What follows belongs to an exercise in optimizing a design on an open flow for small area and few clock cycles; a production flow would make more cautious choices.
Only simulation tests tie the RTL to the original design; equivalence was not proved.
Power figures rest on the tool's default switching activity, not on a simulated workload.

<file path="flow/config.mk">
export PLATFORM = sky130hd
export DESIGN_NAME = lmac_core
export DESIGN_NICKNAME = lmac_core
export VERILOG_FILES = /design/flow/design.v
export SDC_FILE = /design/flow/constraint.sdc
export NUM_CORES = 4
export LEC_CHECK = 0
export CAP_MARGIN = 20
export CORE_MARGIN = 2
export CORE_UTILIZATION = 60
export CTS_BUF_LIST = sky130_fd_sc_hd__clkbuf_16
export CTS_CLUSTER_DIAMETER = 90
export CTS_CLUSTER_SIZE = 25
export PLACE_DENSITY = 0.75
export SLEW_MARGIN = 20
</file>
<file path="flow/design.v">
module lmac_core (
    input  wire       clk,
    input  wire       rst,
    input  wire       rx_valid,
    input  wire [7:0] rx_data,
    output wire       rx_ready,
    input  wire       cmd_valid,
    input  wire [3:0] cmd_op,
    input  wire [7:0] cmd_data,
    input  wire [1:0] cmd_flags,
    output wire       cmd_ready,
    output wire       rsp_valid,
    output wire [3:0] rsp_status,
    output wire       tx_valid,
    output wire [7:0] tx_data,
    input  wire       tx_ready,
    output wire       pay_valid,
    output wire [7:0] pay_data,
    output wire       err_valid,
    output wire [3:0] err_code
);
    localparam integer CAP  = 128;
    localparam integer MAXP = CAP - 5;
    localparam integer N    = 128;    
    localparam integer RA   = 4;      
    localparam integer QD   = 4;      
    localparam integer QB   = 2;      
    localparam integer QE   = 2;      
    localparam integer EB   = 1;      
    localparam [3:0] OP_INIT    = 4'h0;
    localparam [3:0] OP_DEINIT  = 4'h1;
    localparam [3:0] OP_WRITE   = 4'h4;
    localparam [3:0] OP_SETDEST = 4'h5;
    function [6:0] inc_m(input [6:0] x);
        inc_m = x + 7'd1;
    endfunction
    function [6:0] sub_m(input [6:0] a, input [6:0] b);
        sub_m = a - b;
    endfunction
    reg       initialized;
    reg       err_en;
    reg [6:0] self7;       
    reg [6:0] dest7;       
    reg [8*N-1:0] ring;    
    reg [6:0]     cs;      
    wire [6:0]    cs1 = inc_m(cs);
    wire [6:0]    rs  = cs + RA;                
    wire [7:0]    ring_tap = ring[8*(N-1-RA) +: 8];
    reg       ring_we;
    reg [7:0] ring_wd;
    always @(posedge clk) begin
        ring <= {ring[8*(N-1)-1:0], ring_we ? ring_wd : ring[8*(N-1) +: 8]};
        cs   <= cs1;
    end
    assign pay_data = ring_tap;
    reg [6:0] wp;          
    reg       cur_act;     
    reg [6:0] cur_start;   
    reg [6:0] rp;          
    reg       rd_active;   
    reg          sq_k [0:QD-1];    
    reg [6:0]    sq_a [0:QD-1];
    reg [6:0]    sq_b [0:QD-1];
    reg [QB-1:0] sq_hd, sq_tl;
    reg [QB:0]   sq_cnt;
    wire         sq_full = (sq_cnt == QD);
    wire         sq_nemp = (sq_cnt != 0);
    wire         h_k = sq_k[sq_hd];
    wire [6:0]   h_a = sq_a[sq_hd];
    wire [6:0]   h_b = sq_b[sq_hd];
    reg [1:0]    eq_c [0:QE-1];    
    reg [2:0]    eq_t [0:QE-1];    
    reg [EB-1:0] eq_hd, eq_tl;
    reg [EB:0]   eq_cnt;
    wire         eq_full = (eq_cnt == QE);
    wire         eq_nemp = (eq_cnt != 0);
    reg [2:0]    pc, pd;           
    wire         err_due = eq_nemp && (eq_t[eq_hd] == pd);
    wire [6:0] rd_sel = rd_active ? rp : h_a;
    wire       empty  = !sq_nemp && !cur_act;
    wire [6:0] base   = sq_nemp ? rd_sel : cur_start;
    wire       nfull  = cs1 != base;
    wire       cont_ok = (cs == wp) && nfull;
    wire       new_ok  = empty || ((sub_m(cs, base) >= sub_m(wp, base)) && nfull);
    wire       wr_ok   = cur_act ? cont_ok : new_ok;
    reg [7:0] rx_len;
    reg       h0ok;        
    reg [7:0] b1;          
    reg [7:0] d1, d2;      
    reg [6:0] ck_lo, ck_hi;
    wire is_end  = (rx_data == 8'h7F);
    wire rx_ovf  = rx_len[7];
    wire rx_need_wr = initialized && !rx_ovf && !is_end &&
                      (rx_len >= 8'd4) && (rx_len <= 8'd126);
    wire rx_may_push = initialized && (rx_ovf || is_end);
    reg wr_act;            
    assign rx_ready = !wr_act && (!rx_need_wr || wr_ok) &&
                      (!rx_may_push || !(sq_full || eq_full));
    wire rx_fire = rx_valid && rx_ready;
    wire [6:0] f_lo = (ck_lo == 7'h7F) ? 7'h00 : ck_lo;
    wire [6:0] f_hi = (ck_hi == 7'h7F) ? 7'h00 : ck_hi;
    wire       rx_ck_ok = (d1 == {1'b0, f_lo}) && (d2 == {1'b0, f_hi});
    wire [6:0] ck_lo_n = ck_lo + d2[6:0];
    wire [6:0] ck_hi_n = ck_hi + ck_lo_n;
    reg [7:0] wr_rem;      
    reg       wr_bad;
    reg       wr_writes;   
    reg [1:0] tf_cnt;
    reg [2:0] ph_cnt;         
    reg [1:0] tx_done;        
    reg       st_v;           
    reg [2:0] st_s;
    reg [2:0] st_after;       
    localparam [2:0] T_IDLE = 3'd0, T_H1 = 3'd1, T_PAY = 3'd2, T_CKH = 3'd3,
                     T_CKL = 3'd4, T_END = 3'd5;
    reg [2:0] tph;
    wire need_dest = (tph == T_IDLE) ? (tf_cnt != 2'd0) : tf_cnt[1];   
    wire tx_gap_ok = (tf_cnt == 2'd0) || (sub_m(cs, wp) >= 7'd5);
    wire wr_last = (wr_rem == 8'd1);
    wire st_due    = st_v && (st_after == 3'd0);
    wire slot_free = !st_v || st_due;
    reg  first_ok;
    always @(*) begin
        first_ok = !rx_valid && (slot_free || (cmd_op == OP_WRITE && cmd_data != 8'd0));
        case (cmd_op)
            OP_WRITE:
                if (tf_cnt == 2'd3 || sq_full) first_ok = 1'b0;
            OP_INIT, OP_DEINIT:
                if (tf_cnt != 2'd0) first_ok = 1'b0;
            OP_SETDEST:
                if (need_dest) first_ok = 1'b0;
            default: ;
        endcase
    end
    wire beat_ok = !wr_writes ||
                   (wr_ok && (cur_act || tx_gap_ok) && (!wr_last || !sq_full));
    wire wr_fails = (dest7 == 7'h7F) || !wr_writes || wr_bad || (cmd_data >= 8'h7F);
    wire last_ok  = !wr_last || slot_free || !wr_fails;
    assign cmd_ready = wr_act ? (beat_ok && last_ok) : first_ok;
    wire cmd_fire = cmd_valid && cmd_ready;
    reg       tx_v;
    reg [7:0] tx_out;
    reg       tx_lastb;    
    reg [6:0] tx_lo, tx_hi;   
    assign tx_valid = tx_v;
    assign tx_data  = tx_out;
    wire tx_free = !tx_v || tx_ready;
    wire at_slot   = (rs == rd_sel);
    wire last_slot = (inc_m(rs) == h_b);
    assign err_valid = err_due;
    assign err_code  = 4'd6 + {2'b00, eq_c[eq_hd]};
    assign pay_valid = !err_due && sq_nemp && !h_k && at_slot;
    assign rsp_valid  = st_due || (tx_done != 2'd0);
    assign rsp_status = st_due ? {1'b0, st_s} : 4'd0;
    wire wr_beat = cmd_fire && wr_act && wr_writes;
    always @(*) begin
        ring_we = 1'b0;
        ring_wd = d2;
        if (rx_fire && rx_need_wr) ring_we = 1'b1;
        if (wr_beat) begin
            ring_we = 1'b1;
            ring_wd = cmd_data;
        end
    end
    wire [6:0] seg_start_now = cur_act ? cur_start : cs;
    wire [6:0] tx_add  = (tph == T_H1) ? self7 : ring_tap[6:0];
    wire [6:0] tx_lo_n = tx_lo + tx_add;
    wire [6:0] tx_hi_n = tx_hi + tx_lo_n;
    reg       spush, spop, epush, epop;
    reg       spush_k;
    reg [6:0] spush_a, spush_b;
    reg [1:0] epush_c;
    reg       rpush, rpop, tpush, tpop, tdone;
    reg [2:0] rpush_v;
    always @(posedge clk) begin
        spush = 1'b0; spush_k = 1'b0; spush_a = cur_start; spush_b = wp;
        epush = 1'b0; epush_c = 2'd0;
        spop = 1'b0; epop = 1'b0;
        rpush = 1'b0; rpush_v = 3'd0; rpop = 1'b0;
        tpush = 1'b0; tpop = 1'b0; tdone = 1'b0;
        if (rst) begin
            initialized <= 1'b0;
            err_en      <= 1'b0;
            self7       <= 7'h7F;
            dest7       <= 7'h7F;
            cur_act     <= 1'b0;
            rd_active   <= 1'b0;
            sq_hd       <= 0;
            sq_tl       <= 0;
            sq_cnt      <= 0;
            eq_hd       <= 0;
            eq_tl       <= 0;
            eq_cnt      <= 0;
            pc          <= 3'd0;
            pd          <= 3'd0;
            rx_len      <= 8'd0;
            wr_act      <= 1'b0;
            tf_cnt      <= 2'd0;
            ph_cnt      <= 3'd0;
            st_v        <= 1'b0;
            tx_done     <= 2'd0;
            tx_v        <= 1'b0;
            tx_lastb    <= 1'b0;
            tph         <= T_IDLE;
        end else begin
            if (ring_we) begin
                wp <= cs1;
                if (!cur_act) begin
                    cur_act   <= 1'b1;
                    cur_start <= cs;
                end
            end
            if (rx_fire && initialized) begin
                if (rx_ovf) begin
                    rx_len  <= 8'd0;
                    cur_act <= 1'b0;
                    if (err_en) begin epush = 1'b1; epush_c = 2'd3; end
                end else if (!is_end) begin
                    rx_len <= rx_len + 8'd1;
                    d1 <= rx_data;
                    d2 <= d1;
                    if (rx_len < 8'd2) begin
                        ck_lo <= 7'd0;
                        ck_hi <= 7'd0;
                    end else begin
                        ck_lo <= ck_lo_n;
                        ck_hi <= ck_hi_n;
                    end
                    if (rx_len == 8'd0) h0ok <= (rx_data == {1'b1, self7});
                    if (rx_len == 8'd1) b1 <= rx_data;
                end else begin
                    rx_len  <= 8'd0;
                    cur_act <= 1'b0;
                    if (rx_len < 8'd4 || !rx_ck_ok) begin
                        if (err_en) begin epush = 1'b1; epush_c = 2'd2; end
                    end else if (!h0ok) begin
                        if (err_en) begin epush = 1'b1; epush_c = 2'd0; end
                    end else if (b1 != {1'b0, dest7}) begin
                        if (err_en) begin epush = 1'b1; epush_c = 2'd1; end
                    end else if (rx_len != 8'd4) begin
                        spush = 1'b1; spush_k = 1'b0; spush_a = cur_start;
                    end
                end
            end
            if (cmd_fire) begin
                if (!wr_act) begin
                    rpush = 1'b1;
                    case (cmd_op)
                        OP_INIT: begin
                            if (!cmd_flags[0]) rpush_v = 3'd1;
                            else if (cmd_data > 8'h7E) rpush_v = 3'd2;
                            else begin
                                self7       <= cmd_data[6:0];
                                dest7       <= 7'h7F;
                                rx_len      <= 8'd0;
                                cur_act     <= 1'b0;
                                err_en      <= cmd_flags[1];
                                initialized <= 1'b1;
                            end
                        end
                        OP_DEINIT: begin
                            self7       <= 7'h7F;
                            dest7       <= 7'h7F;
                            rx_len      <= 8'd0;
                            cur_act     <= 1'b0;
                            err_en      <= 1'b0;
                            initialized <= 1'b0;
                        end
                        OP_SETDEST: begin
                            if (cmd_data > 8'h7E) rpush_v = 3'd3;
                            else dest7 <= cmd_data[6:0];
                        end
                        OP_WRITE: begin
                            rx_len    <= 8'd0;
                            cur_act   <= 1'b0;
                            wr_rem    <= cmd_data;
                            wr_bad    <= 1'b0;
                            wr_writes <= (cmd_data <= MAXP);
                            if (cmd_data != 8'd0) begin
                                wr_act <= 1'b1;
                                rpush  = 1'b0;
                            end else if (dest7 == 7'h7F) rpush_v = 3'd3;
                            else begin
                                rpush_v = 3'd7;
                                tpush = 1'b1;
                                spush = 1'b1; spush_k = 1'b1; spush_a = wp; spush_b = wp;
                            end
                        end
                        default: ;
                    endcase
                end else begin
                    wr_rem <= wr_rem - 8'd1;
                    if (cmd_data >= 8'h7F) wr_bad <= 1'b1;
                    if (wr_last) begin
                        wr_act  <= 1'b0;
                        cur_act <= 1'b0;
                        rpush = 1'b1;
                        if (dest7 == 7'h7F) rpush_v = 3'd3;
                        else if (!wr_writes) rpush_v = 3'd4;
                        else if (wr_bad || cmd_data >= 8'h7F) rpush_v = 3'd5;
                        else begin
                            rpush_v = 3'd7;
                            tpush = 1'b1;
                            spush = 1'b1; spush_k = 1'b1;
                            spush_a = seg_start_now; spush_b = cs1;
                        end
                    end
                end
            end
            if (err_due) begin
                epop = 1'b1;
            end else if (pay_valid) begin
                rp        <= inc_m(rs);
                rd_active <= 1'b1;
                if (last_slot) begin
                    rd_active <= 1'b0;
                    spop = 1'b1;
                    pd <= pd + 3'd1;
                end
            end
            if (tx_v && tx_ready) begin
                tx_v <= 1'b0;
                if (tx_lastb) begin
                    tx_lastb <= 1'b0;
                    tdone = 1'b1;
                end
            end
            if (tx_free) begin
                case (tph)
                    T_IDLE: if (tf_cnt != 2'd0) begin
                        tx_v <= 1'b1; tx_out <= {1'b1, dest7}; tph <= T_H1;
                        tx_lo <= dest7; tx_hi <= dest7;
                    end
                    T_H1: begin
                        tx_v <= 1'b1; tx_out <= {1'b0, self7}; tph <= T_PAY;
                        tx_lo <= tx_lo_n; tx_hi <= tx_hi_n;
                    end
                    T_PAY: begin
                        if (sq_nemp && h_k) begin
                            if (h_a == h_b) begin
                                spop = 1'b1;
                                tph  <= T_CKH;
                            end else if (at_slot) begin
                                tx_v      <= 1'b1;
                                tx_out    <= ring_tap;
                                tx_lo     <= tx_lo_n;
                                tx_hi     <= tx_hi_n;
                                rp        <= inc_m(rs);
                                rd_active <= 1'b1;
                                if (last_slot) begin
                                    rd_active <= 1'b0;
                                    spop = 1'b1;
                                    tph  <= T_CKH;
                                end
                            end
                        end
                    end
                    T_CKH: begin
                        tx_v <= 1'b1; tph <= T_CKL;
                        tx_out <= {1'b0, (tx_hi == 7'h7F) ? 7'h00 : tx_hi};
                    end
                    T_CKL: begin
                        tx_v <= 1'b1; tph <= T_END;
                        tx_out <= {1'b0, (tx_lo == 7'h7F) ? 7'h00 : tx_lo};
                    end
                    default: begin  
                        tx_v <= 1'b1; tx_out <= 8'h7F; tx_lastb <= 1'b1; tph <= T_IDLE;
                        tpop = 1'b1;
                    end
                endcase
            end
            rpop = rsp_valid && !st_due;      
            if (st_due) st_v <= 1'b0;
            else if (rpop && st_v) st_after <= st_after - 3'd1;
            tx_done <= tx_done + tdone - rpop;
            ph_cnt  <= ph_cnt + tpush - rpop;
            if (rpush && rpush_v != 3'd7) begin
                st_v     <= 1'b1;
                st_s     <= rpush_v;
                st_after <= ph_cnt - rpop;
            end
            tf_cnt <= tf_cnt + tpush - tpop;
            if (spush) begin
                sq_k[sq_tl] <= spush_k;
                sq_a[sq_tl] <= spush_a;
                sq_b[sq_tl] <= spush_b;
                sq_tl <= sq_tl + 1'b1;
                if (!spush_k) pc <= pc + 3'd1;
            end
            if (spop) sq_hd <= sq_hd + 1'b1;
            sq_cnt <= sq_cnt + spush - spop;
            if (epush) begin
                eq_c[eq_tl] <= epush_c;
                eq_t[eq_tl] <= pc;
                eq_tl <= eq_tl + 1'b1;
            end
            if (epop) eq_hd <= eq_hd + 1'b1;
            eq_cnt <= eq_cnt + epush - epop;
        end
    end
endmodule
</file>
<file path="flow/run.sh">
#!/bin/bash
# synth_recipe.tcl (not shown) runs the flow's synth.tcl, then flattens the netlist and writes it again
# the make line also repeats each setting of config.mk as NAME=value (left out here)
make -C /OpenROAD-flow-scripts/flow DESIGN_CONFIG=/design/flow/config.mk WORK_HOME=/design/flow/orfs CLKGATE_MAP_FILE= SYNTH_SCRIPT=/design/flow/synth_recipe.tcl finish
</file>
<file path="flow/constraint.sdc">
create_clock -name core_clock -period 8.0 [get_ports {clk}]
set_input_delay 1.6000 -clock core_clock [delete_from_list [all_inputs] [get_ports {clk}]]
set_output_delay 1.6000 -clock core_clock [all_outputs]
set_load 0.01 [all_outputs]
</file>
==> impl_metrics.csv, run 1 <==
group,metric,value,unit
outcome,status,"complete, no violations",
critical_path,cp_max_fo,6,
timing,fin_hold_ws,0.2848,ns
timing,tns,0,ns
logic_synthesis,synthArstFlopShare,0,%
routing,final_antenna_net_count,0,
place,place_hpwl,36060,um
timing,relSlewSlack,28.94,%
timing,max_freq,0.1339,GHz
clocking,clkSinkCount,1259,
clocking,clk_pin_slew,0.10,ns
logic_synthesis,yosys.area_share.adder,3.380,%
critical_path,critPathCaptureType,"output pin",
clocking,clkLatencyLatePin,0.67,ns
worst_hold_path,hp-start,"ring[953]",
clocking,numCtsBuffers,57,
clocking,cts_tree,"yes",
logic_synthesis,ys_ff_latch,1259,
layout,seq_area,26890,um2
routing,drtIter0Drc,995,
routing,num_vias,16000,
global_route,grt_usage,19.94,%
critical_path,crit_path_cell_trace,"mux4_2 -> mux2i_1 -> a21oi_1 -> ha_1 -> fa_1 -> inv_1 -> a21oi_1 -> o21bai_1 -> a21o_1 -> a21oi_1 -> xnor2_1 -> ha_1 -> a211oi_1 -> nor2_1 -> a211o_1 -> o41a_1 -> o211a_1 -> or2_0 -> clkdlybuf4s50_1",
timing,hold_viol_final,0,
logic_synthesis,yosys.area_share.simple,5.239,%
logic_synthesis,synth_top_family_by_area,"simple AND/OR/NAND/NOR gates",
critical_path,critPathRequiredTime,6.40,ns
logic_synthesis,yosysTopAreaCell,"dfxtp_1",
place,gp_congestion,0.8748,
logic_synthesis,synth_compound_area_share,4.763,%
global_route,grt_pass1_vias,16350,
logic_synthesis,ys_seq_area_share,78.61,%
clocking,cts.repair.resized,0,
global_route,grt_antenna_before_repair,0,
global_route,grt_pass1_wl,92300,um
routing,drc,0,
clocking,cts.path.max_buffers,3,
critical_path,crit_buf_inv,2,
critical_path,crit_type,"reg2out",
timing,worstMarginPinSlew,1.064,ns
timing,layout_setup_ws,0.5332,ns
critical_path,cp_slowest_cell,"mux4_2",
layout,n_antenna_cell,0,
routing,drt-met1-wl,26910,um
logic_synthesis,synth_top_area_share,63.86,%
floorplan,start_util,60.65,%
logic_synthesis,ys_warn_count,1,
flow_run,drv_cap,0,
place,io_buffers,55,
timing,finalSetupViolCount,0,
logic_synthesis,synth.area.top_cells,"dfxtp_1 (64%), edfxtp_1 (15%), ha_1 (2.9%), xnor2_1 (2.2%), nor2_1 (1.3%)",
floorplan,ios,57,
logic_synthesis,synth-xor-area-share,3.347,%
clocking,post_cts_buffers,0,
logic_synthesis,dominantRegCellSynth,"dfxtp_1",
logic_synthesis,syn_inst,2287,
routing,routed-wl-met3,2590,um
routing,maxUsedRoutingLayer,"met4",
clocking,cts-root-buf,"clkbuf_16",
critical_path,cpMostUsedCell,"a21oi_1",
logic_synthesis,syn_area_per_cell,14.95,um2
routing,viasPerCell,5.084,
worst_hold_path,min_path_type,"reg2reg",
logic_synthesis,synth.net_count,2401,
logic_synthesis,synth_edf_count,168,
power_and_ir_drop,power,9.780,mW
clocking,ctsHoldBuffers,0,
floorplan,rows,87,
timing,slew_viol_final,0,
critical_path,cp_slowest_stage_delay,0.58,ns
layout,nFillCells,3907,
critical_path,start_kind,"flop",
timing,fin_skew,0.06279,ns
layout,nNetsFinal,2483,
layout,syn_to_final_growth,8.905,%
floorplan,coreArea,56390,um2
critical_path,cp_data_arrival_time,5.87,ns
timing,rsz0062_at_grt,"false",
clocking,cts.htree.levels,2,
routing,wire_per_inst,18.38,um
worst_hold_path,holdPathStages,0,
layout,drive_gt1_share,5.981,%
power_and_ir_drop,leakage,14.51,nW
layout,multi_input_area,6769,um2
routing,wl_met2,27320,um
logic_synthesis,synth_cell_type_count,75,
timing,min_period_over_period,93.33,%
global_route,grt_max_degree,49,
place,post-place-ws,1.169,ns
logic_synthesis,synthMuxAreaShare,2.967,%
layout,stdcell_count,3147,
floorplan,dieArea,58930,um2
power_and_ir_drop,irDropWorstVdd,0.2320,mV
critical_path,rr_worst_depth,27,
routing,drt_first_pass_iters,5,
critical_path,r2r_end,"ph_cnt[2]",
floorplan,die_w,242.7,um
worst_hold_path,hold_end,"ring[961]",
timing,period_needed,7.467,ns
global_route,grt-ovfl-total,0,
critical_path,critPathTopFamily,"compound AO/OA/AOI/OAI gates",
critical_path,rrSetupSlack,1.37,ns
floorplan,die_height,242.7,um
place,dp_cells,3066,
logic_synthesis,netlist_area,34200,um2
power_and_ir_drop,powerDensity,262.6,nW/um2
routing,wl,57830,um
state kept, by name (all words and copies together), names as in the netlist, 8 cells and up, named ones only:
name	count
ring	1024
sq_a	28
sq_b	28
b1	8
d1	8
d2	8
rx_len	8
tx_out	8
wr_rem	8
worst reg2reg max path: cells and delay by family (launching register included):
family	cells	cell delay, ns
AO/OA/AOI/OAI	9	1.67
flip-flops	1	0.55
AND/OR/NAND/NOR	4	0.89
adder cells (fa/ha/maj)	6	1.81
buffers and inverters	3	0.18
XOR/XNOR	3	0.46
multiplexers	2	0.90
power breakdown:
part	internal, mW	switching (mW)	total (mW)
clock	1.32	1.87	3.19
sequential	6.41	0.0145	6.42
combinational	0.0835	0.0900	0.173
total	7.81	1.97	9.78
worst max-delay path by stage:
stage	cells after the start	to	slack, ns
2_1_floorplan	23	sq_a[0][0]	2.13
3_3_place_gp	19	cmd_ready	1.19
3_5_place_dp	19	cmd_ready	1.17
4_1_cts	19	cmd_ready	0.46
5_1_grt	19	cmd_ready	0.11
6_report	19	cmd_ready	0.53
metrics by stage:
step	util (%)	instance area, um2
after floorplan	-	34200
after global placement	63.17	35620
after detailed placement	63.17	35620
after CTS	66.05	37250
after global routing	66.05	37250
final	66.05	37250
logic make-up (layout without fill, tap and decap cells):
group                      count (synthesis)  after routing
DFF                                     1259           1259
and+or+nand+nor                          353            353
AOI/OAI and AO/OA                        244            244
buffers and inverters                    138            242
xor gates and xnor gates                 126            126
adders and majority gates                 87             87
muxes                                     79             79
other                                      1              1
cells in the final DEF (no fill, tap or decap), types with 12 or more instances in the layout:
cell type	count
a21o_1	21
a21oi_1	78
and2_1	12
buf_4	19
clkbuf_16	57
clkdlybuf4s50_1	55
dfxtp_1	1091
edfxtp_1	168
ha_1	78
inv_1	102
mux2_2	27
mux2i_1	35
mux4_2	15
nand2_1	67
nand2b_1	13
nand3_1	19
nand4_1	12
nor2_1	115
nor2b_1	23
nor3_1	17
o21ai_0	35
or3_1	12
xnor2_1	87
xor2_1	36
routing by layer:
layer  vias to the layer above  global-route usage [%]
li1                       7850                       -
met1                      7730                   28.15
met2                       338                   32.73
met3                        81                   3.240
met4                         0                   4.511
met5                         -                       0
cell usage after synthesis (9+ instances only):
| master | instances |
|---|---|
| nand3_1 | 19 |
| or3_1 | 12 |
| mux4_2 | 15 |
| nand2_1 | 67 |
| mux2i_1 | 35 |
| o21ai_0 | 35 |
| and4_1 | 9 |
| nand4_1 | 12 |
| mux2_2 | 27 |
| nor3_1 | 17 |
| a21o_1 | 21 |
| nand2b_1 | 13 |
| ha_1 | 78 |
| nor2_1 | 116 |
| fa_1 | 9 |
| clkbuf_1 | 30 |
| xor2_1 | 36 |
| and2_1 | 12 |
| edfxtp_1 | 168 |
| dfxtp_1 | 1091 |
| xnor2_1 | 87 |
| nor2b_1 | 23 |
| o22ai_1 | 9 |
| inv_1 | 87 |
| nor3b_1 | 11 |
| a21oi_1 | 78 |
| buf_4 | 10 |
cell type report:
cell class | instances | share of cell area, %
clock inverters | 24 | 0.5341
flip-flops and latches | 1259 | 72.18
well taps | 756 | 2.540
inverters | 87 | 0.8768
repair buffers | 74 | 1.861
clock buffers | 57 | 3.830
multi-input cells | 890 | 18.17
Testbench counts, summed over its fixed seeds: cycles 27,617.
==> run 2: changes to the inputs <==
--- a/flow/design.v
+++ b/flow/design.v
@@ -52,3 +52,3 @@
         ring <= {ring[8*(N-1)-1:0], ring_we ? ring_wd : ring[8*(N-1) +: 8]};
-        cs   <= cs1;
+        cs   <= rst ? 7'd0 : cs1;
     end
--- a/flow/config.mk
+++ b/flow/config.mk
@@ -13,2 +13,4 @@
 export CTS_CLUSTER_SIZE = 25
+export GPL_ROUTABILITY_DRIVEN = 0
+export GPL_TIMING_DRIVEN = 0
 export PLACE_DENSITY = 0.75
==> impl_metrics.csv, run 2 <==
group,metric,value,unit
routing,drc,0,
layout,stdcell_count,3270,
layout,largest_register_ffs,1024,
global_route,grt_pass1_vias,17350,
critical_path,crit_end,"cmd_ready",
global_route,grt_usage,20.09,%
flow_run,drv_cap,0,
routing,num_vias,17470,
power_and_ir_drop,irDropWorstVdd,0.2581,mV
logic_synthesis,ys_ff_latch,1259,
critical_path,critPathRequiredTime,6.40,ns
critical_path,cp_slowest_cell,"clkdlybuf4s50_1",
logic_synthesis,synth_edf_count,168,
timing,max_freq,0.1308,GHz
routing,drtIter0Drc,1248,
routing,wl,60130,um
floorplan,die_w,244.9,um
critical_path,cp.depth,20,
logic_synthesis,synth_cell_type_count,92,
clocking,cts.htree.levels,2,
timing,min_period_over_period,95.55,%
logic_synthesis,synth.area.top_cells,"dfxtp_1 (63%), edfxtp_1 (14%), ha_1 (2.8%), xnor2_1 (1.9%), nor2_1 (1.3%)",
logic_synthesis,synthArstFlopShare,0,%
critical_path,rr_worst_depth,26,
timing,slew_viol_final,0,
routing,wire_per_inst,18.39,um
logic_synthesis,ys_warn_count,1,
logic_synthesis,ys_seq_area_share,77.19,%
worst_hold_path,min_path_type,"reg2reg",
global_route,grt_max_degree,27,
floorplan,rows,88,
power_and_ir_drop,pwr-share-comb,6.4,%
clocking,clkSinkCount,1259,
timing,relSlewSlack,25.55,%
timing,hold_viol_final,0,
logic_synthesis,synth_top_area_share,62.71,%
place,io_buffers,54,
logic_synthesis,dominantRegCellSynth,"dfxtp_1",
floorplan,ios,57,
critical_path,r2r_end,"sq_cnt[2]",
critical_path,cp_data_arrival_time,6.04,ns
timing,period_needed,7.644,ns
power_and_ir_drop,power,10.29,mW
floorplan,dieArea,59990,um2
critical_path,crit_type,"reg2out",
layout,nNetsFinal,2598,
critical_path,crit_buf_inv,4,
power_and_ir_drop,internal_power,8.070,mW
power_and_ir_drop,pwr-share-seq,62.9,%
clocking,clk_pin_slew,0.10,ns
outcome,status,"complete, no violations",
layout,layout_common_cells,"dfxtp_1 (1091), edfxtp_1 (168), nor2_1 (116)",
floorplan,start_util,60.48,%
timing,rsz0062_at_grt,"false",
timing,worstMarginPinSlew,1.101,ns
place,place_hpwl,39880,um
global_route,grt_antenna_before_repair,6,
timing,tns,0,ns
critical_path,rrSetupSlack,1.14,ns
critical_path,critPathCaptureType,"output pin",
global_route,grt-ovfl-total,0,
power_and_ir_drop,leakage,14.78,nW
layout,regMostFlops,"ring",
power_and_ir_drop,clock_power_share,30.7,%
logic_synthesis,netlist_area,34830,um2
floorplan,coreArea,57590,um2
critical_path,crit_path_cell_trace,"buf_6 -> buf_4 -> mux4_2 -> mux2i_2 -> a21oi_1 -> ha_1 -> fa_1 -> inv_1 -> a21oi_1 -> o21bai_1 -> a21o_1 -> a21oi_1 -> xnor2_1 -> ha_1 -> nand4_1 -> a211o_1 -> nor4bb_1 -> or3_1 -> o21ai_1 -> clkdlybuf4s50_1",
clocking,cts-root-buf,"clkbuf_16",
power_and_ir_drop,p_sw_share,21.54,%
logic_synthesis,yosysTopAreaCell,"dfxtp_1",
clocking,cts_tree,"yes",
floorplan,die_height,244.9,um
layout,layout_commonest_cell,"dfxtp_1",
logic_synthesis,syn_inst,2368,
timing,finalSetupViolCount,0,
logic_synthesis,synth_common_cells,"dfxtp_1 (1091), edfxtp_1 (168), nor2_1 (117)",
routing,viasPerCell,5.341,
clocking,cts.path.max_buffers,3,
power_and_ir_drop,powerDensity,270.7,nW/um2
place,dp_cells,3190,
critical_path,critPathTopFamily,"compound AO/OA/AOI/OAI gates",
logic_synthesis,syn_area_per_cell,14.71,um2
power_and_ir_drop,p_switching,2.216,mW
global_route,grt_pass1_wl,94150,um
layout,syn_to_final_growth,9.099,%
routing,final_antenna_net_count,0,
logic_synthesis,yosysMostFrequentCell,"dfxtp_1",
routing,drt_first_pass_iters,5,
layout,drive_gt1_share,7.029,%
timing,fin_skew,0.01728,ns
clocking,numCtsBuffers,57,
critical_path,cpMostUsedCell,"a21oi_1",
critical_path,start_kind,"flop",
clocking,clkLatencyLatePin,0.65,ns
critical_path,cp_slowest_stage_delay,0.60,ns
logic_synthesis,synth.net_count,2482,
critical_path,cp_max_fo,10,
[run 2: through the flow]
stage                     area [um2]  hold slack [ns]  util, %  worst slack [ns]
final                          38000           0.3206    65.99            0.3557
after CTS                      37980           0.3223    65.96            0.1093
after detailed placement       36370           0.3121    63.16            0.8557
after floorplan                34830           0.3096        -             1.500
after global placement         36330           0.3107    63.08           -0.2644
after global routing           38000           0.3230    65.99           0.04714
[run 2: kinds of logic (layout without fill, tap and decap cells)]
family          Yosys count  in the layout  synth area share (%)
compound gates          273            273                 5.396
xor+xnor                121            121                 3.125
fa+ha+maj                87             87                 3.319
buf+inv                 137            273                 1.670
flops                  1259           1259                 77.19
mux                      84             84                 3.050
other cells               1              2               0.01077
simple gates            406            406                 6.236
[run 2: power groups by stage]
| stage | Combinational [mW] | Sequential (mW) | Clock, mW |
|---|---|---|---|
| floorplan | 0.476 | 6.61 | 0 |
| global placement | 0.617 | 6.62 | 0 |
| detailed placement | 0.644 | 6.62 | 0 |
| CTS | 0.651 | 6.47 | 3.25 |
| global route | 0.726 | 6.48 | 3.45 |
| finish | 0.659 | 6.47 | 3.16 |
[run 2: repair_timing]
action / CTS / global route
resized for setup: 0 / 3
endpoints found under the setup margin: 0 / 2
hold buffers: 0 / 0
setup buffers: 0 / 0
[run 2: how the worst min path moves through the flow]
| stage | startpoint | endpoint | slack (ns) | cells past startpoint |
|---|---|---|---|---|
| final | ring[876] | ring[884] | 0.32 | 0 |
| after global routing | ring[1007] | ring[1015] | 0.32 | 0 |
| after CTS | ring[79] | ring[87] | 0.32 | 0 |
| after detailed placement | ring[994] | ring[1002] | 0.31 | 0 |
| after global placement | ring[996] | ring[1004] | 0.31 | 0 |
| after floorplan | ring[992] | ring[1000] | 0.31 | 0 |
[run 2: cell type report]
class,count,area [um2]
Tap cell,765,957.2
Sequential cell,1259,26890
Antenna cell,1,2.502
Fill cell,3963,19590
Multi-Input combinational cell,972,7401
Timing Repair Buffer,57,563.0
Inverter,76,285.3
Clock buffer,58,1451
Clock inverter,21,156.4
Buffer,61,296.5
[run 2: routing by layer]
metal | global-route usage (%) | vias to the layer above | share of wire [%]
met5 | 0 | - | 0.072
met4 | 6.869 | 6 | 2.8
met3 | 3.182 | 121 | 6.9
met2 | 31.21 | 580 | 45
met1 | 28.96 | 8471 | 45
li1 | - | 8288 | -
Testbench counts of run 2, summed over its fixed seeds: cycles 27,617.
==> run 3: changes to the inputs <==
--- a/flow/config.mk
+++ b/flow/config.mk
@@ -7,2 +7,3 @@
 export LEC_CHECK = 0
+export ABC_CLOCK_PERIOD_IN_PS = 20000
 export CAP_MARGIN = 20
@@ -13,4 +14,2 @@
 export CTS_CLUSTER_SIZE = 25
-export GPL_ROUTABILITY_DRIVEN = 0
-export GPL_TIMING_DRIVEN = 0
 export PLACE_DENSITY = 0.75
==> impl_metrics.csv, run 3 <==
group,metric,value,unit
power_and_ir_drop,powerDensity,270.9,nW/um2
timing,period_needed,7.574,ns
layout,drive_gt1_share,6.482,%
power_and_ir_drop,power,10.21,mW
critical_path,cp_slowest_cell,"clkdlybuf4s50_1",
layout,post-route-util,65.47,%
logic_synthesis,synth_edf_count,168,
clocking,cts-root-buf,"clkbuf_16",
logic_synthesis,synth_cell_type_count,92,
timing,fin_skew,0.02420,ns
layout,regMostFlops,"ring",
routing,drt_first_pass_iters,5,
logic_synthesis,dominantRegCellSynth,"dfxtp_1",
power_and_ir_drop,irDropWorstVdd,0.2964,mV
critical_path,critPathCaptureType,"output pin",
logic_synthesis,yosys.area_share.adder,3.319,%
critical_path,start_kind,"flop",
timing,slew_viol_final,0,
logic_synthesis,yosys.area_share.simple,6.236,%
layout,syn_to_final_growth,8.245,%
global_route,grt_antenna_before_repair,3,
logic_synthesis,synth_compound_area_share,5.396,%
layout,layout_common_cells,"dfxtp_1 (1091), edfxtp_1 (168), nor2_1 (117)",
floorplan,coreArea,57590,um2
timing,hold_viol_final,0,
layout,layout_commonest_cell,"dfxtp_1",
logic_synthesis,synth_top_area_share,62.71,%
routing,drc,0,
floorplan,dieArea,59990,um2
logic_synthesis,yosysMostFrequentCell,"dfxtp_1",
timing,finalSetupViolCount,0,
place,gp_congestion,0.9113,
clocking,clk_pin_slew,0.11,ns
outcome,status,"complete, no violations",
logic_synthesis,synth.net_count,2482,
clocking,cts.path.max_buffers,3,
global_route,grt-ovfl-total,0,
routing,wl,61400,um
routing,drtIter0Drc,1357,
routing,wire_per_inst,19.06,um
critical_path,crit_buf_inv,4,
timing,max_freq,0.1320,GHz
global_route,grt_pass1_wl,96610,um
floorplan,die_height,244.9,um
critical_path,cp_slowest_stage_delay,0.64,ns
logic_synthesis,syn_inst,2368,
timing,worstMarginPinSlew,0.9270,ns
timing,tns,0,ns
logic_synthesis,yosysTopAreaCell,"dfxtp_1",
routing,final_antenna_net_count,0,
global_route,grt_usage,20.83,%
clocking,clkLatencyLatePin,0.65,ns
flow_run,drv_cap,0,
timing,rsz0062_at_grt,"false",
clocking,numCtsBuffers,56,
clocking,cts.htree.levels,2,
layout,nFillCells,3957,
clocking,clkSinkCount,1259,
logic_synthesis,ys_warn_count,1,
logic_synthesis,synthMuxAreaShare,3.050,%
critical_path,critPathTopFamily,"compound AO/OA/AOI/OAI gates",
logic_synthesis,netlist_area,34830,um2
logic_synthesis,ys_seq_area_share,77.19,%
logic_synthesis,ys_ff_latch,1259,
critical_path,critPathRequiredTime,6.40,ns
global_route,grt_pass1_vias,17060,
floorplan,start_util,60.48,%
logic_synthesis,synth_common_cells,"dfxtp_1 (1091), edfxtp_1 (168), nor2_1 (117)",
layout,nNetsFinal,2547,
logic_synthesis,synthArstFlopShare,0,%
timing,relSlewSlack,37.63,%
logic_synthesis,synth_top_family_by_area,"simple AND/OR/NAND/NOR gates",
critical_path,cp_max_fo,13,
timing,fin_hold_ws,0.3190,ns
logic_synthesis,syn_area_per_cell,14.71,um2
place,place_hpwl,40800,um
logic_synthesis,synth-xor-area-share,3.125,%
floorplan,rows,88,
floorplan,die_w,244.9,um
worst_hold_path,min_path_type,"reg2reg",
place,io_buffers,55,
routing,viasPerCell,5.278,
critical_path,crit_path_cell_trace,"buf_4 -> mux2i_1 -> o221ai_1 -> nand2b_1 -> o21ai_0 -> inv_1 -> fa_1 -> inv_1 -> a21oi_1 -> o21bai_1 -> a21o_1 -> a21oi_1 -> xnor2_1 -> ha_1 -> nand2_1 -> o21ai_0 -> nand2_1 -> o311ai_0 -> o31ai_1 -> a31oi_1 -> clkdlybuf4s50_1",
power_and_ir_drop,leakage,14.66,nW
timing,min_period_over_period,94.67,%
layout,largest_register_ffs,1024,
global_route,grt_max_degree,74,
routing,num_vias,17000,
logic_synthesis,synth.area.top_cells,"dfxtp_1 (63%), edfxtp_1 (14%), ha_1 (2.8%), xnor2_1 (1.9%), nor2_1 (1.3%)",
critical_path,crit_type,"reg2out",
clocking,cts_tree,"yes",
critical_path,cp_data_arrival_time,5.97,ns
floorplan,ios,57,
## run 3: cell types whose count changed in the layout (fill, tap and decap cells not counted), sizes merged
cell / change
buf: -18
clkbuf: -34
clkinv: -1
diode: +2
inv: +2
## run 3: what timing repair did
action	CTS	global route
setup endpoints to repair	0	1
hold buffers	0	0
setup buffers	0	0
resized for setup	0	1
## run 3: cell families after synthesis
kind of cell    count (synthesis)
simple gates                  406
fa+ha+maj                      87
other cells                     1
buf+inv                       137
flops                        1259
xor+xnor                      121
mux                            84
compound gates                273
## run 3: power by group
part | switching, mW | internal, mW
clock | 1.81 | 1.28
combinational | 0.335 | 0.291
sequential | 0.0470 | 6.44
total | 2.20 | 8.02
## run 3: layout make-up
class | count | area, um2 | area share (%)
Inverter | 76 | 285.3 | 0.7567
Timing Repair Buffer | 68 | 643.1 | 1.706
Clock inverter | 22 | 138.9 | 0.3684
Multi-Input combinational cell | 972 | 7382 | 19.58
Antenna cell | 3 | 7.507 | 0.01991
Tap cell | 765 | 957.2 | 2.539
Sequential cell | 1259 | 26890 | 71.31
Clock buffer | 56 | 1401 | 3.717
## run 3: metrics by stage
stage | std cells | area (um2) | worst slack (ns)
finish | 3221 | 37700 | 0.4261
global route | 3219 | 37700 | 0.02148
CTS | 3218 | 37680 | 0.2875
detailed placement | 3140 | 36140 | 0.9842
global placement | 3140 | 36140 | 1.031
floorplan | 2368 | 34830 | 1.500
## run 3: path summary, 6_finish.rpt
| kind | start | endpoint | slack (ns) | cells past startpoint |
|---|---|---|---|---|
| max | flop | rx_ready | 0.43 | 21 |
| min | ring[6] | ring[14] | 0.32 | 0 |
| min reg2reg | ring[6] | ring[14] | 0.32 | 0 |
| max reg2reg | flop | ph_cnt[2] | 1.43 | 28 |
## run 3: worst reg2reg max path: cells and delay by family (launching register included)
kind                       cells  cell delay, ns
and+or+nand+nor                6            1.06
AOI/OAI and AO/OA              8            1.75
xor gates and xnor gates       3            0.45
adders and majority gates      5            1.72
buffers and inverters          5            0.65
DFF                            1            0.49
muxes                          1            0.33
## run 3: routing by layer
metal  wire length [um]  vias up  GRT usage (%)
li1                   -     8176              -
met1              29270     8298          30.88
met2              27290      433          31.92
met3               3361       95          3.324
met4               1479        0          5.972
met5                  0        -              0
==> run 4: changes to the inputs <==
--- a/flow/config.mk
+++ b/flow/config.mk
@@ -7,3 +7,2 @@
 export LEC_CHECK = 0
-export ABC_CLOCK_PERIOD_IN_PS = 20000
 export CAP_MARGIN = 20
==> impl_metrics.csv, run 4 <==
group,metric,value,unit
outcome,status,"complete, no violations",
floorplan,ios,57,
clocking,clk_pin_slew,0.11,ns
logic_synthesis,synth_top_area_share,62.71,%
critical_path,start_kind,"flop",
routing,final_antenna_net_count,0,
power_and_ir_drop,irDropWorstVdd,0.2964,mV
logic_synthesis,synth_common_cells,"dfxtp_1 (1091), edfxtp_1 (168), nor2_1 (117)",
logic_synthesis,netlist_area,34830,um2
layout,layout_common_cells,"dfxtp_1 (1091), edfxtp_1 (168), nor2_1 (117)",
layout,nNetsFinal,2547,
layout,syn_to_final_growth,8.245,%
worst_hold_path,min_path_type,"reg2reg",
routing,drt_first_pass_iters,5,
clocking,clkSinkCount,1259,
place,gp_congestion,0.9113,
logic_synthesis,synth.net_count,2482,
global_route,grt_antenna_before_repair,3,
layout,nFillCells,3957,
logic_synthesis,synthMuxAreaShare,3.050,%
power_and_ir_drop,leakage,14.66,nW
logic_synthesis,ys_seq_area_share,77.19,%
floorplan,dieArea,59990,um2
layout,drive_gt1_share,6.482,%
clocking,cts_tree,"yes",
place,io_buffers,55,
timing,fin_skew,0.02420,ns
critical_path,cp_data_arrival_time,5.97,ns
routing,wl,61400,um
floorplan,coreArea,57590,um2
logic_synthesis,synth_compound_area_share,5.396,%
critical_path,critPathCaptureType,"output pin",
flow_run,drv_cap,0,
routing,drtIter0Drc,1357,
timing,hold_viol_final,0,
logic_synthesis,yosysTopAreaCell,"dfxtp_1",
clocking,post_cts_buffers,0,
timing,rsz0062_at_grt,"false",
layout,post-route-util,65.47,%
clocking,cts-root-buf,"clkbuf_16",
timing,max_freq,0.1320,GHz
clocking,cts.htree.levels,2,
timing,worstMarginPinSlew,0.9270,ns
timing,slew_viol_final,0,
clocking,clkLatencyLatePin,0.65,ns
global_route,grt_pass1_vias,17060,
logic_synthesis,dominantRegCellSynth,"dfxtp_1",
floorplan,rows,88,
logic_synthesis,ys_warn_count,1,
logic_synthesis,syn_inst,2368,
timing,relSlewSlack,37.63,%
timing,tns,0,ns
timing,finalSetupViolCount,0,
logic_synthesis,syn_area_per_cell,14.71,um2
logic_synthesis,synth_cell_type_count,92,
global_route,grt_pass1_wl,96610,um
power_and_ir_drop,powerDensity,270.9,nW/um2
global_route,grt-ovfl-total,0,
routing,viasPerCell,5.278,
timing,fin_hold_ws,0.3190,ns
timing,min_period_over_period,94.67,%
logic_synthesis,yosys.area_share.simple,6.236,%
layout,largest_register_ffs,1024,
critical_path,critPathRequiredTime,6.40,ns
logic_synthesis,synth-xor-area-share,3.125,%
layout,final_area,37700,um2
routing,num_vias,17000,
layout,seq_area,26890,um2
layout,layout_commonest_cell,"dfxtp_1",
layout,regMostFlops,"ring",
floorplan,die_w,244.9,um
routing,drc,0,
layout,multi_input_area,7382,um2
timing,period_needed,7.574,ns
logic_synthesis,synth_top_family_by_area,"simple AND/OR/NAND/NOR gates",
critical_path,crit_type,"reg2out",
place,place_hpwl,40800,um
power_and_ir_drop,power,10.21,mW
floorplan,die_height,244.9,um
critical_path,rr_worst_depth,28,
critical_path,cp_max_fo,13,
clocking,numCtsBuffers,56,
logic_synthesis,ys_ff_latch,1259,
logic_synthesis,synthArstFlopShare,0,%
floorplan,start_util,60.48,%
logic_synthesis,synth_edf_count,168,
place,placed_area,36140,um2
routing,wire_per_inst,19.06,um
clocking,cts.path.max_buffers,3,
logic_synthesis,yosysMostFrequentCell,"dfxtp_1",
global_route,grt_usage,20.83,%
global_route,grt_max_degree,74,
worst_hold_path,holdPathStages,0,
logic_synthesis,yosys.area_share.adder,3.319,%
logic_synthesis,synth.area.top_cells,"dfxtp_1 (63%), edfxtp_1 (14%), ha_1 (2.8%), xnor2_1 (1.9%), nor2_1 (1.3%)",
## run 4: cell counts after synthesis
No cell type changed its count.
## run 4: repair_timing
item,in CTS,in global routing
setup endpoints to repair,0,1
resized for setup,0,1
hold buffers,0,0
## run 4: where the power goes
group          internal (mW)  total [mW]  switching (mW)
clock network           1.28        3.09            1.81
logic                  0.291       0.626           0.335
registers               6.44        6.49          0.0470
total                   8.02        10.2            2.20
## run 4: area by class of cell
type	instances	share of cell area [%]
antenna	3	0.01991
clock inverter	22	0.3684
inverter	76	0.7567
sequential	1259	71.31
timing repair buffer	68	1.706
tap	765	2.539
multi-input combinational	972	19.58
clock buffer	56	3.717
## run 4: kinds of logic after synthesis
kind of cell               count (synthesis)
other                                      1
buffers and inverters                    137
xor gates and xnor gates                 121
DFF                                     1259
and+or+nand+nor                          406
AOI/OAI and AO/OA                        273
muxes                                     84
adders and majority gates                 87
## run 4: per-layer routing
layer	routed length, um	vias to the layer above	global-route usage (%)
li1	-	8176	-
met1	29270	8298	30.88
met2	27290	433	31.92
met3	3361	95	3.324
met4	1479	0	5.972
met5	0	-	0
## run 4: through the flow
step                      worst slack (ns)  std cells
after floorplan                      1.500       2368
after global placement               1.031       3140
after detailed placement            0.9842       3140
after CTS                           0.2875       3218
after global routing               0.02148       3219
final                               0.4261       3221
## run 4: path summary, 6_finish.rpt
path	startpoint	end	slack [ns]
worst max-delay path	flop	rx_ready	0.43
worst min-delay path	ring[6]	ring[14]	0.32
worst max register to register	flop	ph_cnt[2]	1.43
worst min register to register	ring[6]	ring[14]	0.32
## run 4: critical path, stage by stage (launching register included)
cell	delay, ns
dfxtp_1	0.49
buf_4	0.29
mux2i_1	0.32
o221ai_1	0.19
nand2b_1	0.19
o21ai_0	0.24
inv_1	0.18
fa_1	0.46
inv_1	0.07
a21oi_1	0.05
o21bai_1	0.21
a21o_1	0.15
a21oi_1	0.07
xnor2_1	0.13
ha_1	0.32
nand2_1	0.05
o21ai_0	0.30
nand2_1	0.12
o311ai_0	0.16
o31ai_1	0.20
a31oi_1	0.50
clkdlybuf4s50_1	0.64
==> run 5: changes to the inputs <==
--- a/flow/design.v
+++ b/flow/design.v
@@ -104,3 +104,2 @@
     wire [6:0] ck_hi_n = ck_hi + ck_lo_n;
-    reg [7:0] wr_rem;      
     reg       wr_bad;
@@ -118,3 +117,3 @@
     wire tx_gap_ok = (tf_cnt == 2'd0) || (sub_m(cs, wp) >= 7'd5);
-    wire wr_last = (wr_rem == 8'd1);
+    wire wr_last = (rx_len == 8'd1);
     wire st_due    = st_v && (st_after == 3'd0);
@@ -273,5 +272,4 @@
                         OP_WRITE: begin
-                            rx_len    <= 8'd0;
+                            rx_len    <= cmd_data;
                             cur_act   <= 1'b0;
-                            wr_rem    <= cmd_data;
                             wr_bad    <= 1'b0;
@@ -291,3 +289,3 @@
                 end else begin
-                    wr_rem <= wr_rem - 8'd1;
+                    rx_len <= rx_len - 8'd1;
                     if (cmd_data >= 8'h7F) wr_bad <= 1'b1;
==> impl_metrics.csv, run 5 <==
group,metric,value,unit
outcome,status,"complete, no violations",
logic_synthesis,syn_area_per_cell,14.69,um2
global_route,grt_antenna_before_repair,8,
logic_synthesis,ys_warn_count,1,
global_route,use_met1,29.92,%
routing,drtIter0Drc,1288,
logic_synthesis,yosys.area_share.adder,3.329,%
clocking,cts.repair.resized,0,
routing,wire_per_inst,18.42,um
place,place_hpwl,38250,um
global_route,grt_max_degree,34,
layout,multi_input_area,7137,um2
floorplan,coreArea,56500,um2
flow_run,drv_cap,0,
logic_synthesis,synth_top_area_share,63.59,%
timing,period_needed,7.146,ns
routing,num_vias,16730,
critical_path,cp_slowest_stage_delay,0.58,ns
worst_hold_path,min_path_type,"reg2reg",
clocking,clkLatencyLatePin,0.65,ns
power_and_ir_drop,internal_power,7.879,mW
logic_synthesis,ys_ff_latch,1251,
logic_synthesis,synth-xor-area-share,3.165,%
layout,largest_register_ffs,1024,
critical_path,crit_path_cell_trace,"mux4_2 -> mux2i_1 -> a21oi_1 -> ha_1 -> fa_1 -> inv_1 -> a21oi_1 -> o21bai_1 -> a21o_1 -> a21oi_1 -> xnor2_1 -> ha_1 -> or3_1 -> a31oi_1 -> a31o_2 -> o211ai_1 -> a21oi_2 -> inv_1 -> clkdlybuf4s50_1",
logic_synthesis,synth_common_cells,"dfxtp_1 (1091), edfxtp_1 (160), nor2_1 (106)",
clocking,cts.htree.levels,2,
layout,stdcell_count,3192,
logic_synthesis,synth_edf_count,160,
critical_path,crit_buf_inv,3,
routing,drc,0,
timing,worstMarginPinSlew,0.9789,ns
floorplan,ios,57,
logic_synthesis,yosysMostFrequentCell,"dfxtp_1",
power_and_ir_drop,irDropWorstVdd,0.2266,mV
layout,nFillCells,3903,
layout,layout_commonest_cell,"dfxtp_1",
critical_path,critPathCaptureType,"output pin",
clocking,ctsHoldBuffers,0,
layout,syn_to_final_growth,8.913,%
logic_synthesis,syn_inst,2338,
critical_path,cp_data_arrival_time,5.55,ns
power_and_ir_drop,leakage,14.44,nW
layout,drive_gt1_share,6.414,%
floorplan,die_height,243.3,um
global_route,grt_pass1_vias,16610,
global_route,use_met3,4.164,%
timing,hold_viol_final,0,
routing,drt_first_pass_iters,5,
power_and_ir_drop,p_sw_share,20.61,%
logic_synthesis,synth_compound_area_share,5.555,%
logic_synthesis,yosysTopAreaCell,"dfxtp_1",
clocking,cts-root-buf,"clkbuf_16",
timing,rsz0062_at_grt,"false",
timing,slew_viol_final,0,
routing,wl,58810,um
floorplan,rows,87,
critical_path,critPathTopFamily,"compound AO/OA/AOI/OAI gates",
critical_path,cp_slowest_cell,"mux4_2",
place,io_buffers,55,
global_route,busiest_layer,"met2",
critical_path,cp_max_fo,7,
layout,seq_area,26650,um2
logic_synthesis,synth_cell_type_count,81,
global_route,grt_pass1_wl,92810,um
floorplan,start_util,60.80,%
logic_synthesis,yosys.area_share.simple,5.846,%
layout,nNetsFinal,2518,
logic_synthesis,synth.area.top_cells,"dfxtp_1 (64%), edfxtp_1 (14%), ha_1 (2.8%), xnor2_1 (2.2%), mux2_2 (1.2%)",
critical_path,critPathRequiredTime,6.40,ns
global_route,grt_usage,20.00,%
clocking,post_cts_buffers,0,
timing,min_period_over_period,89.32,%
power_and_ir_drop,pwr-share-comb,2.7,%
timing,tns,0,ns
logic_synthesis,synth_top_family_by_area,"simple AND/OR/NAND/NOR gates",
timing,finalSetupViolCount,0,
clocking,clk_pin_slew,0.09,ns
power_and_ir_drop,powerDensity,265.3,nW/um2
timing,relSlewSlack,34.61,%
clocking,clkSinkCount,1251,
routing,final_antenna_net_count,0,
critical_path,rr_worst_depth,26,
layout,layout_common_cells,"dfxtp_1 (1091), edfxtp_1 (160), nor2_1 (105)",
logic_synthesis,netlist_area,34350,um2
logic_synthesis,synth.net_count,2451,
worst_hold_path,holdPathStages,0,
timing,max_freq,0.1399,GHz
floorplan,die_w,243.3,um
critical_path,start_kind,"flop",
critical_path,crit_type,"reg2out",
place,gp_congestion,0.8749,
global_route,grt-ovfl-total,0,
routing,viasPerCell,5.242,
timing,fin_skew,0.02852,ns
power_and_ir_drop,clock_power_share,33.0,%
clocking,cts.path.max_buffers,3,
logic_synthesis,synthMuxAreaShare,2.849,%
layout,regMostFlops,"ring",
place,dp_cells,3100,
global_route,grt_use_met2,30.15,%
logic_synthesis,dominantRegCellSynth,"dfxtp_1",
clocking,numCtsBuffers,59,
critical_path,cp.depth,19,
power_and_ir_drop,p_switching,2.045,mW
clocking,cts_tree,"yes",
logic_synthesis,ys_seq_area_share,77.57,%
floorplan,dieArea,59180,um2
logic_synthesis,synthArstFlopShare,0,%
critical_path,cpMostUsedCell,"a21oi_1",
power_and_ir_drop,pwr-share-seq,64.3,%
run 5: final timing paths:
path | to | slack (ns) | start
min reg2reg | ring[181] | 0.31 | ring[173]
max | cmd_ready | 0.85 | flop
max reg2reg | ph_cnt[2] | 2.07 | flop
min | ring[181] | 0.31 | ring[173]
run 5: metrics by stage:
step                cell area, um2  utilization (%)  hold slack, ns  total power, mW  setup WS, ns
floorplan                    34350                -          0.3096            6.709         2.011
global placement             35650            63.10          0.3104            6.783         1.578
detailed placement           35650            63.10          0.3121            6.793         1.492
CTS                          37400            66.19          0.3140            10.00        0.7930
global route                 37400            66.20          0.3137            10.25        0.5119
finish                       37410            66.22          0.3114            9.924        0.8541
run 5: kinds of logic (layout without fill, tap and decap cells):
| group | Yosys count | count (layout) |
|---|---|---|
| flops | 1251 | 1251 |
| other cells | 1 | 5 |
| xor+xnor | 121 | 121 |
| mux | 77 | 77 |
| buf+inv | 136 | 230 |
| fa+ha+maj | 86 | 86 |
| simple gates | 385 | 385 |
| compound gates | 281 | 281 |
run 5: layout make-up:
class	count	share of cell area [%]
antenna	4	0.02676
clock buffer	60	4.013
clock inverter	28	0.6589
inverter	73	0.7324
multi-input combinational	951	19.08
sequential	1251	71.22
tap	756	2.528
timing repair buffer	69	1.739
run 5: power by group through the flow:
stage / Sequential, mW / Combinational, mW / Clock [mW]
finish: 6.38 / 0.265 / 3.28
global route: 6.39 / 0.298 / 3.57
CTS: 6.38 / 0.267 / 3.35
detailed placement: 6.53 / 0.264 / 0
global placement: 6.53 / 0.255 / 0
floorplan: 6.52 / 0.188 / 0
run 5: routing by layer:
layer	vias to the layer above	routed length [um]
li1	8082	-
met1	8106	28320
met2	448	25520
met3	87	3875
met4	10	1025
met5	-	61
Testbench counts of run 5, summed over its fixed seeds: cycles 27,617.
==> run 6: changes to the inputs <==
--- a/flow/design.v
+++ b/flow/design.v
@@ -63,11 +63,10 @@
     reg [6:0]    sq_b [0:QD-1];
-    reg [QB-1:0] sq_hd, sq_tl;
-    reg [QB:0]   sq_cnt;
-    wire         sq_full = (sq_cnt == QD);
-    wire         sq_nemp = (sq_cnt != 0);
-    wire         h_k = sq_k[sq_hd];
-    wire [6:0]   h_a = sq_a[sq_hd];
-    wire [6:0]   h_b = sq_b[sq_hd];
+    reg [QB:0]   sq_hd, sq_tl;     
+    wire         sq_full = (sq_tl[QB-1:0] == sq_hd[QB-1:0]) && (sq_tl[QB] != sq_hd[QB]);
+    wire         sq_nemp = (sq_tl != sq_hd);
+    wire         h_k = sq_k[sq_hd[QB-1:0]];
+    wire [6:0]   h_a = sq_a[sq_hd[QB-1:0]];
+    wire [6:0]   h_b = sq_b[sq_hd[QB-1:0]];
     reg [1:0]    eq_c [0:QE-1];    
-    reg [2:0]    eq_t [0:QE-1];    
+    reg [QB:0]   eq_t [0:QE-1];    
     reg [EB-1:0] eq_hd, eq_tl;
@@ -76,4 +75,4 @@
     wire         eq_nemp = (eq_cnt != 0);
-    reg [2:0]    pc, pd;           
-    wire         err_due = eq_nemp && (eq_t[eq_hd] == pd);
+    wire [QB:0]  err_dist = sq_hd - eq_t[eq_hd];
+    wire         err_due  = eq_nemp && (err_dist < 4);
     wire [6:0] rd_sel = rd_active ? rp : h_a;
@@ -188,3 +187,2 @@
             sq_tl       <= 0;
-            sq_cnt      <= 0;
             eq_hd       <= 0;
@@ -192,4 +190,2 @@
             eq_cnt      <= 0;
-            pc          <= 3'd0;
-            pd          <= 3'd0;
             rx_len      <= 8'd0;
@@ -315,3 +311,2 @@
                     spop = 1'b1;
-                    pd <= pd + 3'd1;
                 end
@@ -381,13 +376,11 @@
             if (spush) begin
-                sq_k[sq_tl] <= spush_k;
-                sq_a[sq_tl] <= spush_a;
-                sq_b[sq_tl] <= spush_b;
+                sq_k[sq_tl[QB-1:0]] <= spush_k;
+                sq_a[sq_tl[QB-1:0]] <= spush_a;
+                sq_b[sq_tl[QB-1:0]] <= spush_b;
                 sq_tl <= sq_tl + 1'b1;
-                if (!spush_k) pc <= pc + 3'd1;
             end
             if (spop) sq_hd <= sq_hd + 1'b1;
-            sq_cnt <= sq_cnt + spush - spop;
             if (epush) begin
                 eq_c[eq_tl] <= epush_c;
-                eq_t[eq_tl] <= pc;
+                eq_t[eq_tl] <= sq_tl;
                 eq_tl <= eq_tl + 1'b1;
==> impl_metrics.csv, run 6 <==
group,metric,value,unit
logic_synthesis,ys_seq_area_share,77.90,%
timing,layout_setup_ws,0.7316,ns
timing,slew_viol_final,0,
worst_hold_path,min_path_type,"reg2reg",
routing,viasPerCell,5.243,
layout,layout_common_cells,"dfxtp_1 (1084), edfxtp_1 (160), nor2_1 (120)",
clocking,cts.repair.resized,0,
layout,syn_to_final_growth,8.256,%
layout,drive_gt1_share,5.621,%
power_and_ir_drop,leakage,14.13,nW
timing,max_freq,0.1376,GHz
place,io_buffers,55,
timing,rsz0062_at_grt,"false",
clocking,cts_tree,"yes",
logic_synthesis,ys_warn_count,1,
timing,tns,0,ns
critical_path,critPathCaptureType,"output pin",
timing,relSlewSlack,23.24,%
logic_synthesis,netlist_area,34020,um2
timing,finalSetupViolCount,0,
routing,drc,0,
logic_synthesis,synth_edf_count,160,
layout,nFillCells,3955,
outcome,status,"complete, no violations",
layout,nNetsFinal,2475,
logic_synthesis,yosysTopAreaCell,"dfxtp_1",
clocking,cts.htree.levels,2,
critical_path,cp_slowest_stage_delay,0.65,ns
floorplan,die_w,242.1,um
layout,seq_area,26510,um2
layout,final_area,36830,um2
floorplan,start_util,60.46,%
floorplan,rows,87,
clocking,clk_pin_slew,0.10,ns
layout,regMostFlops,"ring",
clocking,post_cts_buffers,0,
global_route,grt_antenna_before_repair,3,
routing,wire_per_inst,19.09,um
critical_path,cp_data_arrival_time,5.67,ns
critical_path,cp_max_fo,14,
logic_synthesis,synth_top_area_share,63.78,%
flow_run,drv_cap,0,
logic_synthesis,synth.area.top_cells,"dfxtp_1 (64%), edfxtp_1 (14%), ha_1 (2.8%), xnor2_1 (1.9%), nor2_1 (1.3%)",
routing,drt_first_pass_iters,6,
logic_synthesis,ys_ff_latch,1244,
power_and_ir_drop,powerDensity,262.1,nW/um2
global_route,grt_usage,20.68,%
clocking,cts-root-buf,"clkbuf_16",
timing,hold_viol_final,0,
layout,layout_commonest_cell,"dfxtp_1",
timing,min_period_over_period,90.86,%
floorplan,coreArea,56280,um2
global_route,grt-ovfl-total,0,
clocking,clkSinkCount,1244,
power_and_ir_drop,irDropWorstVdd,0.2178,mV
critical_path,start_kind,"flop",
critical_path,crit_buf_inv,1,
floorplan,ios,57,
place,placed_area,35270,um2
place,gp_congestion,0.8649,
clocking,numCtsBuffers,56,
global_route,grt_pass1_wl,94890,um
critical_path,cp_slowest_cell,"and3_1",
routing,drtIter0Drc,1331,
place,dp_cells,3063,
layout,largest_register_ffs,1024,
logic_synthesis,syn_inst,2305,
clocking,ctsHoldBuffers,0,
layout,stdcell_count,3141,
routing,num_vias,16470,
floorplan,die_height,242.1,um
logic_synthesis,synth_cell_type_count,87,
place,place_hpwl,39620,um
logic_synthesis,dominantRegCellSynth,"dfxtp_1",
critical_path,crit_type,"reg2out",
critical_path,crit_path_cell_trace,"xnor2_1 -> and3_1 -> nand2_1 -> and2_1 -> ha_1 -> nor2b_1 -> o21ai_0 -> nand2b_1 -> a21o_1 -> a21oi_1 -> xor2_1 -> ha_1 -> a21o_1 -> a2111oi_0 -> a22oi_1 -> nand3_1 -> a21oi_1 -> or2_2 -> clkdlybuf4s50_1",
floorplan,dieArea,58630,um2
logic_synthesis,synth_common_cells,"dfxtp_1 (1084), edfxtp_1 (160), nor2_1 (121)",
routing,wl,59970,um
global_route,grt_max_degree,39,
timing,fin_skew,0.03726,ns
timing,worstMarginPinSlew,1.143,ns
clocking,cts.path.max_buffers,3,
logic_synthesis,synthArstFlopShare,0,%
timing,period_needed,7.268,ns
logic_synthesis,syn_area_per_cell,14.76,um2
logic_synthesis,synth.net_count,2415,
layout,multi_input_area,6985,um2
clocking,clkLatencyLatePin,0.65,ns
place,post-place-ws,1.364,ns
global_route,grt_pass1_vias,16700,
routing,final_antenna_net_count,0,
logic_synthesis,yosysMostFrequentCell,"dfxtp_1",
critical_path,critPathRequiredTime,6.40,ns
timing,fin_hold_ws,0.3206,ns
critical_path,critPathTopFamily,"simple AND/OR/NAND/NOR gates",
## run 6: cell types whose count changed after synthesis, moves of 9 or more
cell	change
o22ai_1	+14
xnor2_1	-13
a21oi_1	-9
o32ai_1	-19
clkbuf_1	-13
nand2b_1	-13
nor3b_1	-9
a22oi_1	+12
xor2_1	+12
nor2_1	+15
## run 6: layer usage
| layer | wire (um) | part of all wire (%) | up-vias | GRT usage (%) |
|---|---|---|---|---|
| li1 | - | - | 7934 | - |
| met1 | 27490 | 46 | 8003 | 29.12 |
| met2 | 27020 | 45 | 416 | 32.03 |
| met3 | 3712 | 6.2 | 112 | 4.542 |
| met4 | 1719 | 2.9 | 4 | 6.972 |
| met5 | 27 | 0.045 | - | 0 |
## run 6: cell families (layout without fill, tap and decap cells)
family | Yosys count | count (layout) | share of synthesized area [%]
and+or+nand+nor | 370 | 370 | 5.546
other | 1 | 2 | 0.01102
buffers and inverters | 127 | 206 | 1.640
adders and majority gates | 83 | 83 | 3.229
AOI/OAI and AO/OA | 282 | 282 | 5.612
muxes | 79 | 79 | 2.953
DFF | 1244 | 1244 | 77.90
xor gates and xnor gates | 119 | 119 | 3.107
## run 6: worst reg2reg max path, cell delays in order (launching register included)
cell       delay, ns
dfxtp_1         0.40
xnor2_1         0.33
and3_1          0.65
nor2_1          0.12
a21oi_1         0.28
ha_1            0.33
nor2b_1         0.15
o21ai_0         0.15
nand2b_1        0.12
a21o_1          0.19
a21oi_1         0.18
xnor2_1         0.10
ha_1            0.31
o2111a_1        0.19
o31ai_1         0.09
a22oi_1         0.36
a31oi_1         0.29
a2111oi_4       0.65
and2_1          0.42
or2_1           0.45
and2_1          0.65
## run 6: worst paths after layout
kind | to | slack (ns) | from | cells past startpoint
min | ring[359] | 0.32 | ring[351] | 0
max | cmd_ready | 0.73 | sq_tl[1] | 19
min reg2reg | ring[359] | 0.32 | ring[351] | 0
max reg2reg | cur_start[1] | 1.23 | sq_tl[1] | 20
## run 6: through the flow
step                power [mW]  util, %
floorplan                6.635        -
finish                   9.654    65.45
global route             9.974    65.44
detailed placement       6.720    62.68
CTS                      9.732    65.43
global placement         6.709    62.66
## run 6: cell type report
type	count	share of cell area (%)
sequential	1244	71.96
multi-input combinational	934	18.97
clock buffer	56	3.805
tap	756	2.568
timing repair buffer	61	1.603
inverter	68	0.6930
clock inverter	21	0.3974
antenna	1	0.006794
## run 6: power by group
group,switching [mW],internal [mW],leakage [nW]
clock network,1.79,1.28,0.814
registers,0.0190,6.33,10.2
logic,0.132,0.0998,3.11
Testbench counts of run 6, summed over its fixed seeds: cycles 27,641.

==> separate check: timing with driven ports <==
The results above use ideal ports. As a check the final layouts listed here were re-extracted and re-timed, cells and wires unchanged. Step 1 assumes that a clkbuf_16 drives the clock port and a buf_2 every other input. Step 2 also shifts input and output timing later by t, the mid clock arrival at the registers, as if the neighbouring blocks saw the same clock. Three values: ideal ports, drivers, drivers and shift; two values: the first two.
| run | shift t [ns] | setup slack, ns | slew at the worst register clock pin (ns) | worst data-port slew with drivers (ns) | pins driven straight from the clock port |
|---|---|---|---|---|---|
| run 1 | 0.694 | 0.533 / 0.475 / 1.169 | 0.10 / 0.10 | 0.05 | 1 |
| run 2 | 0.699 | 0.356 / 0.298 / 0.997 | 0.10 / 0.10 | 0.13 | 1 |
| run 3 | 0.690 | 0.426 / 0.369 / 1.058 | 0.11 / 0.11 | 0.12 | 1 |
| run 4 | 0.690 | 0.426 / 0.369 / 1.058 | 0.11 / 0.11 | 0.12 | 1 |
| run 5 | 0.700 | 0.854 / 0.794 / 1.494 | 0.10 / 0.10 | 0.14 | 1 |
| run 6 | 0.688 | 0.732 / 0.673 / 1.230 | 0.11 / 0.11 | 0.13 | 1 |
After both steps setup and hold are still met in every run listed.
